Context: an optimization exercise on an open-source flow, tuned for small area, a short achievable clock period and few clock cycles. The choices shown serve that exercise and are no tape-out recipe.
The RTL was checked by simulation tests, not by an equivalence proof against the original design.
Power is estimated from default activity; no workload was simulated.

## design/flow/config.mk

```make
export PLATFORM = sky130hd
export DESIGN_NAME = batbot_codec
export DESIGN_NICKNAME = batbot_codec
export VERILOG_FILES = /design/flow/design.v
export SDC_FILE = /design/flow/constraint.sdc
export NUM_CORES = 4
export LEC_CHECK = 0
export CAP_MARGIN = 20
export CORE_MARGIN = 2
export CORE_UTILIZATION = 25
export PLACE_DENSITY = 0.5
export SLEW_MARGIN = 20
```

## design/flow/constraint.sdc

```tcl
create_clock -name core_clock -period 10.0 [get_ports {clk}]
set_input_delay 2.0000 -clock core_clock [delete_from_list [all_inputs] [get_ports {clk}]]
set_output_delay 2.0000 -clock core_clock [all_outputs]
set_load 0.01 [all_outputs]
```

## design/flow/design.v

```verilog
module batbot_codec (
    input  wire       clk,
    input  wire       rst,           
    input  wire       rx_valid,
    input  wire [7:0] rx_data,
    input  wire       rx_last,
    output wire       rx_ready,
    output wire       tx_valid,
    output wire [7:0] tx_data,
    output wire       tx_last,
    input  wire       tx_ready,
    input  wire [3:0] enc_a,
    input  wire [3:0] enc_b
);
    localparam RB   = 5;             
    localparam RCAP = 32;            
    localparam FB   = 2;             
    localparam FDEP = 4;             
    localparam [1:0] T_ERR = 2'd0, T_SHORT = 2'd1, T_ANGLE = 2'd2, T_ECHO = 2'd3;
    function [15:0] crc_table;
        input [7:0] index;
        integer b;
        reg [15:0] c;
        begin
            c = {index, 8'h00};
            for (b = 0; b < 8; b = b + 1)
                c = c[15] ? ((c << 1) ^ 16'h8005) : (c << 1);
            crc_table = c;
        end
    endfunction
    function [15:0] crc_update;
        input [15:0] accum;
        input [7:0]  data;
        begin
            crc_update = {accum[7:0], 8'h00} ^ crc_table(accum[15:8] ^ data);
        end
    endfunction
    function [15:0] quad_delta;
        input [3:0] index;
        begin
            case (index)
                4'd1, 4'd7, 4'd8, 4'd14:  quad_delta = 16'hFFFF;
                4'd2, 4'd4, 4'd11, 4'd13: quad_delta = 16'h0001;
                default:                  quad_delta = 16'h0000;
            endcase
        end
    endfunction
    reg        rx_ready_r;
    reg        in_v;
    reg  [7:0] in_d;
    reg        in_last;
    assign rx_ready = rx_ready_r;
    wire take = rx_valid & rx_ready_r;
    wire consume;
    reg  [2:0]  pos;         
    reg  [4:0]  cnt;         
    reg         bad;         
    reg  [4:0]  flen;
    reg  [7:0]  fid;
    reg  [2:0]  fop;
    reg         op_bad;
    reg         np_ok;
    reg         is_echo;
    reg  [15:0] crc;
    reg         crc_hi_ok;
    reg  [7:0]  ring [0:RCAP-1];
    reg  [RB:0] wp, cp, rp;              
    wire [RB:0] ring_cnt = wp - rp;
    wire        ring_full = (ring_cnt == RCAP);
    reg  [1:0]  f_typ [0:FDEP-1];
    reg  [7:0]  f_id  [0:FDEP-1];
    reg  [4:0]  f_dat [0:FDEP-1];
    reg  [FB:0] f_wr, f_rd;
    wire [FB:0] f_cnt  = f_wr - f_rd;
    wire        f_full = (f_cnt == FDEP);
    wire        f_has  = (f_wr != f_rd);
    wire p_param  = (pos == 3'd5) && (cnt != 5'd0);
    wire p_write  = p_param && is_echo && !bad;
    wire stall    = (in_last && f_full) || (p_write && ring_full);
    assign consume = in_v && !stall;
    wire done     = consume && in_last;
    wire fr_ok    = !bad && (pos >= 3'd3) && (cnt == 5'd1);
    wire crc_ok   = crc_hi_ok && (in_d == crc[7:0]);
    wire id_bad   = (fid[7:2] != 6'd0);
    wire [2:0] status = !crc_ok ? 3'd3 : op_bad ? 3'd2 : id_bad ? 3'd4 : !np_ok ? 3'd5 : 3'd0;
    wire ok       = (status == 3'd0);
    wire push     = done && fr_ok;
    wire commit   = push && ok && is_echo;
    wire        setzero;
    wire [1:0]  setzero_id;
    reg  [1:0]  es [0:3];
    reg  [1:0]  ep [0:3];
    reg  [1:0]  ph [0:3];
    reg  [15:0] ticks [0:3];
    integer i;
    always @(posedge clk) begin
        for (i = 0; i < 4; i = i + 1) begin
            es[i] <= {enc_a[i], enc_b[i]};
            ep[i] <= rst ? {enc_a[i], enc_b[i]} : es[i];
            if (rst || (setzero && setzero_id == i)) begin
                ticks[i] <= 16'd0;
                ph[i]    <= 2'b00;
            end else if (es[i] != ep[i]) begin
                ticks[i] <= ticks[i] + quad_delta({ph[i], es[i]});
                ph[i]    <= es[i];
            end
        end
    end
    wire [15:0] crc_in  = (pos == 3'd2) ? 16'h0000 : crc;
    wire [15:0] crc_nx  = crc_update(crc_in, in_d);
    reg         np_calc;
    always @(*) begin
        case (in_d)
            8'd0:    np_calc = 1'b1;
            8'd1:    np_calc = (flen == 5'd4);
            8'd2:    np_calc = (flen == 5'd4);
            8'd3:    np_calc = (flen == 5'd5);
            8'd4:    np_calc = (flen == 5'd10);
            8'd5:    np_calc = (flen == 5'd4);
            8'd6:    np_calc = (flen == 5'd6);
            default: np_calc = 1'b0;
        endcase
    end
    wire        in_v_n    = take | (in_v & ~consume);
    wire        in_last_n = take ? rx_last : in_last;
    wire [FB:0] f_wr_n    = f_wr + {{FB{1'b0}}, push};
    wire [FB:0] f_cnt_n   = f_wr_n - f_rd;
    wire [RB:0] wp_n      = (done && !commit) ? cp : (wp + {{RB{1'b0}}, (consume && p_write)});
    wire [RB:0] ring_cnt_n = wp_n - rp;
    wire [2:0]  pos_n     = !consume ? pos : done ? 3'd0 : (pos == 3'd5) ? pos : pos + 3'd1;
    wire        echo_n    = (consume && pos == 3'd4) ? (in_d == 8'd0) : is_echo;
    wire        hold_n    = in_v_n & in_last_n & (f_cnt_n == FDEP);
    wire        rblk_n    = echo_n & (pos_n == 3'd5) & (ring_cnt_n >= RCAP);
    always @(posedge clk) begin
        if (rst) begin
            in_v       <= 1'b0;
            rx_ready_r <= 1'b0;
            pos        <= 3'd0;
            bad        <= 1'b0;
            wp         <= 0;
            cp         <= 0;
        end else begin
            in_v       <= in_v_n;
            rx_ready_r <= ~hold_n & ~rblk_n;
            if (consume) begin
                pos <= pos_n;
                case (pos)
                    3'd0: bad <= (in_d != 8'hFF);
                    3'd1: bad <= bad | (in_d != 8'h00);
                    3'd2: bad <= bad | (in_d < 8'd4) | (in_d > 8'd29);
                    default: if (cnt == 5'd0) bad <= 1'b1;
                endcase
                if (done) bad <= 1'b0;
            end
            wp <= wp_n;
            if (commit) cp <= wp_n;
        end
        if (take) begin
            in_d    <= rx_data;
            in_last <= rx_last;
        end
        if (consume) begin
            if (pos == 3'd2) begin
                flen <= in_d[4:0];
                cnt  <= in_d[4:0];
            end else if (pos >= 3'd3 && cnt != 5'd0) begin
                cnt  <= cnt - 5'd1;
            end
            if (pos == 3'd2 || (pos >= 3'd3 && cnt >= 5'd3))
                crc <= crc_nx;
            if (cnt == 5'd2)
                crc_hi_ok <= (in_d == crc[15:8]);
            if (pos == 3'd3)
                fid <= in_d;
            if (pos == 3'd4) begin
                fop     <= in_d[2:0];
                op_bad  <= (in_d > 8'd6);
                is_echo <= (in_d == 8'd0);
                np_ok   <= np_calc;
            end
        end
        if (consume && p_write)
            ring[wp[RB-1:0]] <= in_d;
    end
    wire        pop;
    wire [1:0]  push_typ = !ok ? T_ERR : is_echo ? T_ECHO : (fop == 3'd2) ? T_ANGLE : T_SHORT;
    wire [4:0]  push_dat = !ok ? {2'd0, status} : is_echo ? flen : {2'd0, fop};
    always @(posedge clk) begin
        if (rst)
            f_wr <= 0;
        else
            f_wr <= f_wr_n;
        if (push) begin
            f_typ[f_wr[FB-1:0]] <= push_typ;
            f_id [f_wr[FB-1:0]] <= fid;
            f_dat[f_wr[FB-1:0]] <= push_dat;
        end
    end
    reg         tx_valid_r;
    reg  [7:0]  tx_data_r;
    reg         tx_last_r;
    reg  [4:0]  tp;
    reg  [15:0] tcrc;
    assign tx_valid = tx_valid_r;
    assign tx_data  = tx_data_r;
    assign tx_last  = tx_last_r;
    wire [1:0]  h_typ = f_typ[f_rd[FB-1:0]];
    wire [7:0]  h_id  = f_id [f_rd[FB-1:0]];
    wire [4:0]  h_dat = f_dat[f_rd[FB-1:0]];
    wire        h_echo = (h_typ == T_ECHO);
    wire [4:0]  h_len = h_echo ? h_dat[4:0] : (h_typ == T_ANGLE) ? 5'd6 : 5'd5;
    wire        h_wait;
    wire        h_last = (tp == h_len + 5'd2);
    wire        h_ring = h_echo && (tp >= 5'd5);
    reg  [7:0]  tbyte;
    always @(*) begin
        case (tp)
            5'd0: tbyte = 8'hFF;
            5'd1: tbyte = 8'h00;
            5'd2: tbyte = {3'd0, h_len};
            5'd3: tbyte = h_id;
            5'd4: tbyte = (h_typ == T_ERR) ? 8'h01 : (h_typ == T_SHORT) ? {5'd0, h_dat[2:0]} :
                          (h_typ == T_ANGLE) ? 8'h02 : 8'h00;
            5'd5: tbyte = (h_typ == T_ERR) ? {5'd0, h_dat[2:0]} : (h_typ == T_SHORT) ? 8'h00 :
                          vout[15:8];
            5'd6: tbyte = (h_typ == T_ANGLE) ? vout[7:0] : tcrc[15:8];
            5'd7: tbyte = (h_typ == T_ANGLE) ? tcrc[15:8] : tcrc[7:0];
            default: tbyte = tcrc[7:0];
        endcase
        if (h_ring)
            tbyte = ring[rp[RB-1:0]];
    end
    reg         dbusy;
    reg  [2:0]  dcnt;
    reg         dneg;
    reg  [7:0]  drem;
    reg  [11:0] dq;
    wire [FB-1:0] n_idx   = f_rd[FB-1:0] + 1'b1;
    wire        cand_head = f_has && (tp == 5'd0) && (h_typ == T_ANGLE);
    wire        cand_next = (f_cnt >= 2) && (tp != 5'd0) && (f_typ[n_idx] == T_ANGLE);
    wire        dgo       = !dbusy && (cand_head || cand_next);
    wire [1:0]  did       = cand_head ? h_id[1:0] : f_id[n_idx][1:0];
    wire [15:0] tsel = ticks[did];
    wire [15:0] tu   = tsel[15] ? ~tsel : tsel;
    wire [19:0] x18  = {tu, 4'd0} + {3'd0, tu, 1'b0} + (tsel[15] ? 20'd18 : 20'd0);
    wire [8:0]  r1   = {drem, dq[11]};
    wire        g1   = (r1 >= 9'd175);
    wire [7:0]  r1s  = g1 ? (r1 - 9'd175) : r1[7:0];
    wire [8:0]  r2   = {r1s, dq[10]};
    wire        g2   = (r2 >= 9'd175);
    wire [7:0]  r2s  = g2 ? (r2 - 9'd175) : r2[7:0];
    wire [15:0] vout = dneg ? (16'd0 - {4'd0, dq}) : {4'd0, dq};
    assign h_wait = (h_typ == T_ANGLE) && (tp == 5'd5) && (!dbusy || dcnt != 3'd0);
    wire adv  = !tx_valid_r || tx_ready;
    wire load = adv && f_has && !h_wait;
    assign pop = load && h_last;
    assign setzero    = load && (tp == 5'd0) && (h_typ == T_SHORT) && (h_dat[2:0] == 3'd5);
    assign setzero_id = h_id[1:0];
    always @(posedge clk) begin
        if (rst) begin
            dbusy <= 1'b0;
            dcnt  <= 3'd0;
        end else if (dgo) begin
            dbusy <= 1'b1;
            drem  <= x18[19:12];
            dq    <= x18[11:0];
            dneg  <= tsel[15];
            dcnt  <= 3'd6;
        end else begin
            if (dcnt != 3'd0) begin
                drem <= r2s;
                dq   <= {dq[9:0], g1, g2};
                dcnt <= dcnt - 3'd1;
            end
            if (load && (tp == 5'd6) && (h_typ == T_ANGLE))
                dbusy <= 1'b0;
        end
    end
    always @(posedge clk) begin
        if (rst) begin
            tx_valid_r <= 1'b0;
            tp         <= 5'd0;
            f_rd       <= 0;
            rp         <= 0;
        end else if (adv) begin
            tx_valid_r <= load;
            if (load) begin
                tx_data_r <= tbyte;
                tx_last_r <= h_last;
                tp        <= h_last ? 5'd0 : tp + 5'd1;
                if (pop) f_rd <= f_rd + 1'b1;
                if (h_ring) rp <= rp + 1'b1;
                if (tp >= 5'd2 && tp <= h_len && !h_echo)
                    tcrc <= crc_update((tp == 5'd2) ? 16'h0000 : tcrc, tbyte);
            end
        end
    end
endmodule
```

## design/flow/run.sh

```bash
#!/bin/bash
# synth_recipe.tcl (not shown) runs the flow's synth.tcl, then flattens the netlist and writes it again
# the make line also repeats each setting of config.mk as NAME=value (left out here)
make -C /OpenROAD-flow-scripts/flow DESIGN_CONFIG=/design/flow/config.mk WORK_HOME=/design/flow/orfs CLKGATE_MAP_FILE= SYNTH_SCRIPT=/design/flow/synth_recipe.tcl finish
```

==> notes.md <==
stage by stage:
step                power (mW)  std cells  hold WS, ns
floorplan                3.545       2356       0.4544
global placement         3.818       3828       0.4716
detailed placement       3.820       3828       0.4823
CTS                      6.271       3946       0.4960
global route             6.502       3946       0.5202
finish                   6.176       3946       0.4898
per-layer routing:
layer | vias up | GRT usage | routed length (um)
met5 | - | 0 | 0
met4 | 0 | 0.03445 | 1246
met3 | 74 | 0.01961 | 2436
met2 | 240 | 0.1847 | 31650
met1 | 8875 | 0.1642 | 33820
li1 | 8859 | - | -
state kept, by name, summed over array words and instances, names as in the netlist, 12 cells and up, named ones only:
| name | flops |
|---|---|
| f_dat | 20 |
| f_id | 32 |
| ring | 256 |
| ticks | 64 |
| dq | 12 |
| crc | 16 |
| tcrc | 16 |
cell families after synthesis:
family / after synthesis / share of synthesized area
and+or+nand+nor: 640 / 0.1080
DFF: 547 / 0.5254
AOI/OAI and AO/OA: 426 / 0.1002
xor gates and xnor gates: 232 / 0.07271
muxes: 183 / 0.09889
buffers and inverters: 176 / 0.02710
adders and majority gates: 152 / 0.06764
layout make-up:
type / instances / share of cell area
Sequential cell: 547 / 0.4592
Multi-Input combinational cell: 1633 / 0.3920
Tap cell: 1512 / 0.05763
Clock buffer: 84 / 0.05394
Timing Repair Buffer: 59 / 0.01570
Clock inverter: 34 / 0.01269
Inverter: 77 / 0.008805
power by group through the flow:
stage	clock network (mW)	registers, mW	logic [mW]
6_report	2.41	2.65	1.12
5_1_grt	2.57	2.66	1.27
4_1_cts	2.49	2.65	1.13
3_5_place_dp	0	2.70	1.12
3_3_place_gp	0	2.70	1.12
2_1_floorplan	0	2.64	0.900
worst max path at each step:
stage,to,slack (ns),depth (start not counted)
2_1_floorplan,drem[6],4.52,23
3_3_place_gp,drem[6],2.59,18
3_5_place_dp,drem[6],2.48,18
4_1_cts,drem[6],2.52,18
5_1_grt,drem[6],2.59,18
6_report,drem[6],3.16,18
cell usage in the layout (no fill, tap or decap), types with 14 or more instances in the layout:
master	n
sky130_fd_sc_hd__edfxtp_1	411
sky130_fd_sc_hd__nor2_1	180
sky130_fd_sc_hd__xnor2_1	164
sky130_fd_sc_hd__nand2_1	163
sky130_fd_sc_hd__ha_1	147
sky130_fd_sc_hd__dfxtp_1	132
sky130_fd_sc_hd__a21oi_1	122
sky130_fd_sc_hd__mux2i_1	89
sky130_fd_sc_hd__nand3_1	83
sky130_fd_sc_hd__inv_1	77
sky130_fd_sc_hd__mux4_2	75
sky130_fd_sc_hd__o21ai_0	71
sky130_fd_sc_hd__clkbuf_16	67
sky130_fd_sc_hd__xor2_1	62
sky130_fd_sc_hd__nor2b_1	39
sky130_fd_sc_hd__a211oi_1	39
sky130_fd_sc_hd__nor3_1	38
sky130_fd_sc_hd__clkdlybuf4s50_1	30
sky130_fd_sc_hd__buf_4	28
sky130_fd_sc_hd__a21o_1	22
sky130_fd_sc_hd__o21bai_1	21
sky130_fd_sc_hd__and3_1	20
sky130_fd_sc_hd__and2_1	18
sky130_fd_sc_hd__o31ai_1	18
sky130_fd_sc_hd__or3_1	17
sky130_fd_sc_hd__a22oi_1	17
sky130_fd_sc_hd__mux2_2	16
sky130_fd_sc_hd__nand4_1	15
sky130_fd_sc_hd__clkbuf_1	14
critical path, stage by stage, from the launching register on:
cell and delay (ns):
sky130_fd_sc_hd__dfxtp_2 0.67, sky130_fd_sc_hd__mux4_2 0.77, sky130_fd_sc_hd__nor2b_4 0.53, sky130_fd_sc_hd__nand3_1 0.32, sky130_fd_sc_hd__nand2_2 0.56, sky130_fd_sc_hd__mux2_2 0.43
sky130_fd_sc_hd__o21ai_4 0.50, sky130_fd_sc_hd__xnor2_1 0.21, sky130_fd_sc_hd__ha_1 0.33, sky130_fd_sc_hd__ha_1 0.36, sky130_fd_sc_hd__and3_1 0.20, sky130_fd_sc_hd__nand3_1 0.09
sky130_fd_sc_hd__mux2_2 0.29, sky130_fd_sc_hd__a32oi_1 0.35, sky130_fd_sc_hd__nand4_1 0.19, sky130_fd_sc_hd__a31oi_1 0.28, sky130_fd_sc_hd__o31ai_1 0.15, sky130_fd_sc_hd__o311ai_1 0.28
sky130_fd_sc_hd__a211oi_1 0.08
==> notes.md <==
# TYPE chip_impl_metric gauge
chip_impl_metric{name="syn-cell-area",unit="mm^2"} 0.02867
chip_impl_metric{name="synthArstFlopShare",unit=""} 0
chip_impl_info{name="status",value="complete, no violations"} 1
chip_impl_metric{name="worst_slack_setup_final",unit="ns"} 3.156
chip_impl_metric{name="drt_pre_antenna_iters",unit=""} 5
chip_impl_metric{name="grt_first_pass_wirelength",unit="um"} 106800
chip_impl_info{name="crit_type",value="reg2reg"} 1
chip_impl_metric{name="post_layout_net_count",unit=""} 2557
chip_impl_metric{name="die_y",unit="um"} 342.6
chip_impl_metric{name="finalMaxSlewViolations",unit=""} 0
chip_impl_metric{name="max_cap_viol_count",unit=""} 0
chip_impl_metric{name="tns",unit="ns"} 0
chip_impl_metric{name="timing_worst_slew_pin_value",unit="ns"} 1.046
chip_impl_info{name="ys_top_cells_by_area",value="sky130_fd_sc_hd__edfxtp_1, sky130_fd_sc_hd__dfxtp_1, sky130_fd_sc_hd__ha_1"} 1
chip_impl_metric{name="n_antenna_cell",unit=""} 0
chip_impl_metric{name="maximum_number_of_pins_on_one_net_before_global_route_repair",unit=""} 52
chip_impl_metric{name="clk_transition_reported_paths",unit="ns"} 0.06
chip_impl_metric{name="yosysWarnings",unit=""} 5
chip_impl_metric{name="postSynthCellCount",unit=""} 2356
chip_impl_metric{name="route.final.wire_length",unit="um"} 69160
chip_impl_metric{name="synth_edf_count",unit=""} 411
chip_impl_metric{name="clkLatencyLatePin",unit="ns"} 0.64
chip_impl_metric{name="register_bit_count_reported_by_yosys",unit=""} 547
chip_impl_metric{name="clock_sink_count",unit=""} 547
chip_impl_metric{name="drcViolationCount",unit=""} 0
chip_impl_metric{name="avgViaCountPerCell",unit=""} 4.574
chip_impl_metric{name="register_area",unit="mm^2"} 0.01507
chip_impl_metric{name="synth.lib_cells_used.distinct",unit=""} 96
chip_impl_metric{name="dp_hpwl",unit="um"} 46310
chip_impl_metric{name="postPlaceCellArea",unit="mm^2"} 0.03063
chip_impl_metric{name="fillerInstances",unit=""} 11606
chip_impl_metric{name="gp_congestion",unit=""} 0.7960
chip_impl_metric{name="cts_htree_levels",unit=""} 3
chip_impl_metric{name="antenna_found_initial",unit=""} 0
chip_impl_metric{name="fmax",unit="MHz"} 146.1
chip_impl_metric{name="synth_top_area_frac",unit=""} 0.4305
chip_impl_metric{name="cts_buffers",unit=""} 66
chip_impl_info{name="hold_start",value="cp[4]"} 1
chip_impl_metric{name="final_period_minus_worst_setup_slack",unit="ns"} 6.844
chip_impl_info{name="critical_path.startpoint_type",value="register"} 1
chip_impl_metric{name="core_region_area",unit="mm^2"} 0.1140
chip_impl_info{name="timing.rr.end",value="drem[6]"} 1
chip_impl_metric{name="route.detailed.wl_per_inst",unit="um"} 17.53
chip_impl_metric{name="fp.dieArea",unit="mm^2"} 0.1174
chip_impl_metric{name="worst_ep_arrival_time",unit="ns"} 7.20
chip_impl_info{name="cp-end-kind",value="register"} 1
chip_impl_metric{name="multi_input_area",unit="mm^2"} 0.01287
chip_impl_metric{name="clock_skew",unit="ns"} 0.04963
chip_impl_metric{name="post-route-period-util",unit=""} 0.6844
chip_impl_metric{name="floorplan.rows",unit=""} 124
chip_impl_metric{name="setup_bufs_post_cts",unit=""} 0
chip_impl_metric{name="post_cts.resized_instances",unit=""} 0
chip_impl_metric{name="p_int",unit="mW"} 4.430
chip_impl_metric{name="layout-drive-gt1-share",unit=""} 0.1081
chip_impl_metric{name="stdcell_area",unit="mm^2"} 0.03282
chip_impl_metric{name="drtAntennaViolNets",unit=""} 0
chip_impl_metric{name="initial_core_util",unit=""} 0.2514
chip_impl_metric{name="peak_vdd_ir",unit="uV"} 119.2
chip_impl_metric{name="globalRoute.totalOverflow",unit=""} 0
chip_impl_metric{name="port_buffers",unit=""} 31
chip_impl_metric{name="first_global_vias",unit=""} 17750
chip_impl_metric{name="setup_viol_count_final",unit=""} 0
chip_impl_metric{name="place_ws",unit="ns"} 2.482
chip_impl_metric{name="cellPowerDensity",unit="mW/mm^2"} 188.1
chip_impl_metric{name="total_leakage_power",unit="nW"} 11.41
chip_impl_metric{name="cts_hold_repair.buffers",unit=""} 0
chip_impl_metric{name="cp_max_fo",unit=""} 31
chip_impl_metric{name="crit_required",unit="ns"} 10.36
chip_impl_info{name="synth_largest_area_cell",value="sky130_fd_sc_hd__edfxtp_1"} 1
chip_impl_metric{name="min_delay_path_depth",unit=""} 2
chip_impl_info{name="tritoncts",value="done"} 1
chip_impl_metric{name="area_delta_synth_final",unit="%"} 14.49
chip_impl_metric{name="drt_first_iter_violations",unit=""} 1162
chip_impl_metric{name="syn-num-nets",unit=""} 2529
chip_impl_metric{name="slew-limit-headroom",unit=""} 0.3000
chip_impl_metric{name="p_sw_frac",unit=""} 0.2827
chip_impl_info{name="setup_repair_after_global_routing_missed_its_margin",value="no"} 1
chip_impl_metric{name="clkPwrFrac",unit=""} 0.389
chip_impl_info{name="holdPathEnd",value="cp[4]"} 1
chip_impl_metric{name="r2r.worst_path.cells",unit=""} 18
chip_impl_metric{name="reg2reg_setup_slack",unit="ns"} 3.16
chip_impl_metric{name="finalHoldViolations",unit=""} 0
chip_impl_metric{name="seq_power_share",unit=""} 0.429
chip_impl_info{name="worstHoldPathType",value="reg2reg"} 1
chip_impl_metric{name="yosysSeqAreaShare",unit=""} 0.5254
chip_impl_metric{name="die_wd",unit="um"} 342.6
chip_impl_metric{name="via_count",unit=""} 18048
chip_impl_metric{name="combPwrFrac",unit=""} 0.182
chip_impl_info{name="synthMostInstantiatedCell",value="sky130_fd_sc_hd__edfxtp_1"} 1
chip_impl_metric{name="synthesis.area_per_instance",unit="um^2"} 12.17
chip_impl_metric{name="io-pin-count",unit=""} 32
chip_impl_metric{name="power_switching",unit="mW"} 1.746
chip_impl_metric{name="clockBufferDepth",unit=""} 3
chip_impl_info{name="cts_root_buffer",value="sky130_fd_sc_hd__clkbuf_16"} 1
chip_impl_metric{name="final_core_util",unit=""} 0.2878
chip_impl_metric{name="globalRouteTotalUtil",unit=""} 0.1170
chip_impl_info{name="yosys-top-cells-count",value="sky130_fd_sc_hd__edfxtp_1, sky130_fd_sc_hd__nor2_1, sky130_fd_sc_hd__nand2_1, sky130_fd_sc_hd__xnor2_1, sky130_fd_sc_hd__ha_1"} 1
chip_impl_info{name="post_synth_top_flop",value="sky130_fd_sc_hd__edfxtp_1"} 1
Testbench counts, summed over its fixed seeds: cycles 17,586.

==> re-timing with driven ports <==
The flow's constraints put no driver on any port. The routed layout listed below was extracted and timed again, unchanged, in two steps.
Step 1: set_driving_cell puts a clkbuf_16 on clk and a buf_2 on each other input, an assumption about the parent block.
Step 2 times the ports against the registers' clock, not the clock port: input delays grow and output delays shrink by t, the midpoint of the rising clock arrivals with the driver on.
Three values: ideal, step 1, step 2; two values: the first two.
t, ns: 0.682
slack for setup (ns): 3.156 / 3.156 / 3.156
worst setup path after step 2: register to register
After both steps this run still meets setup and hold. The setup slack of this run moves by 0.000 ns with the drivers and by 0.000 ns with both steps.
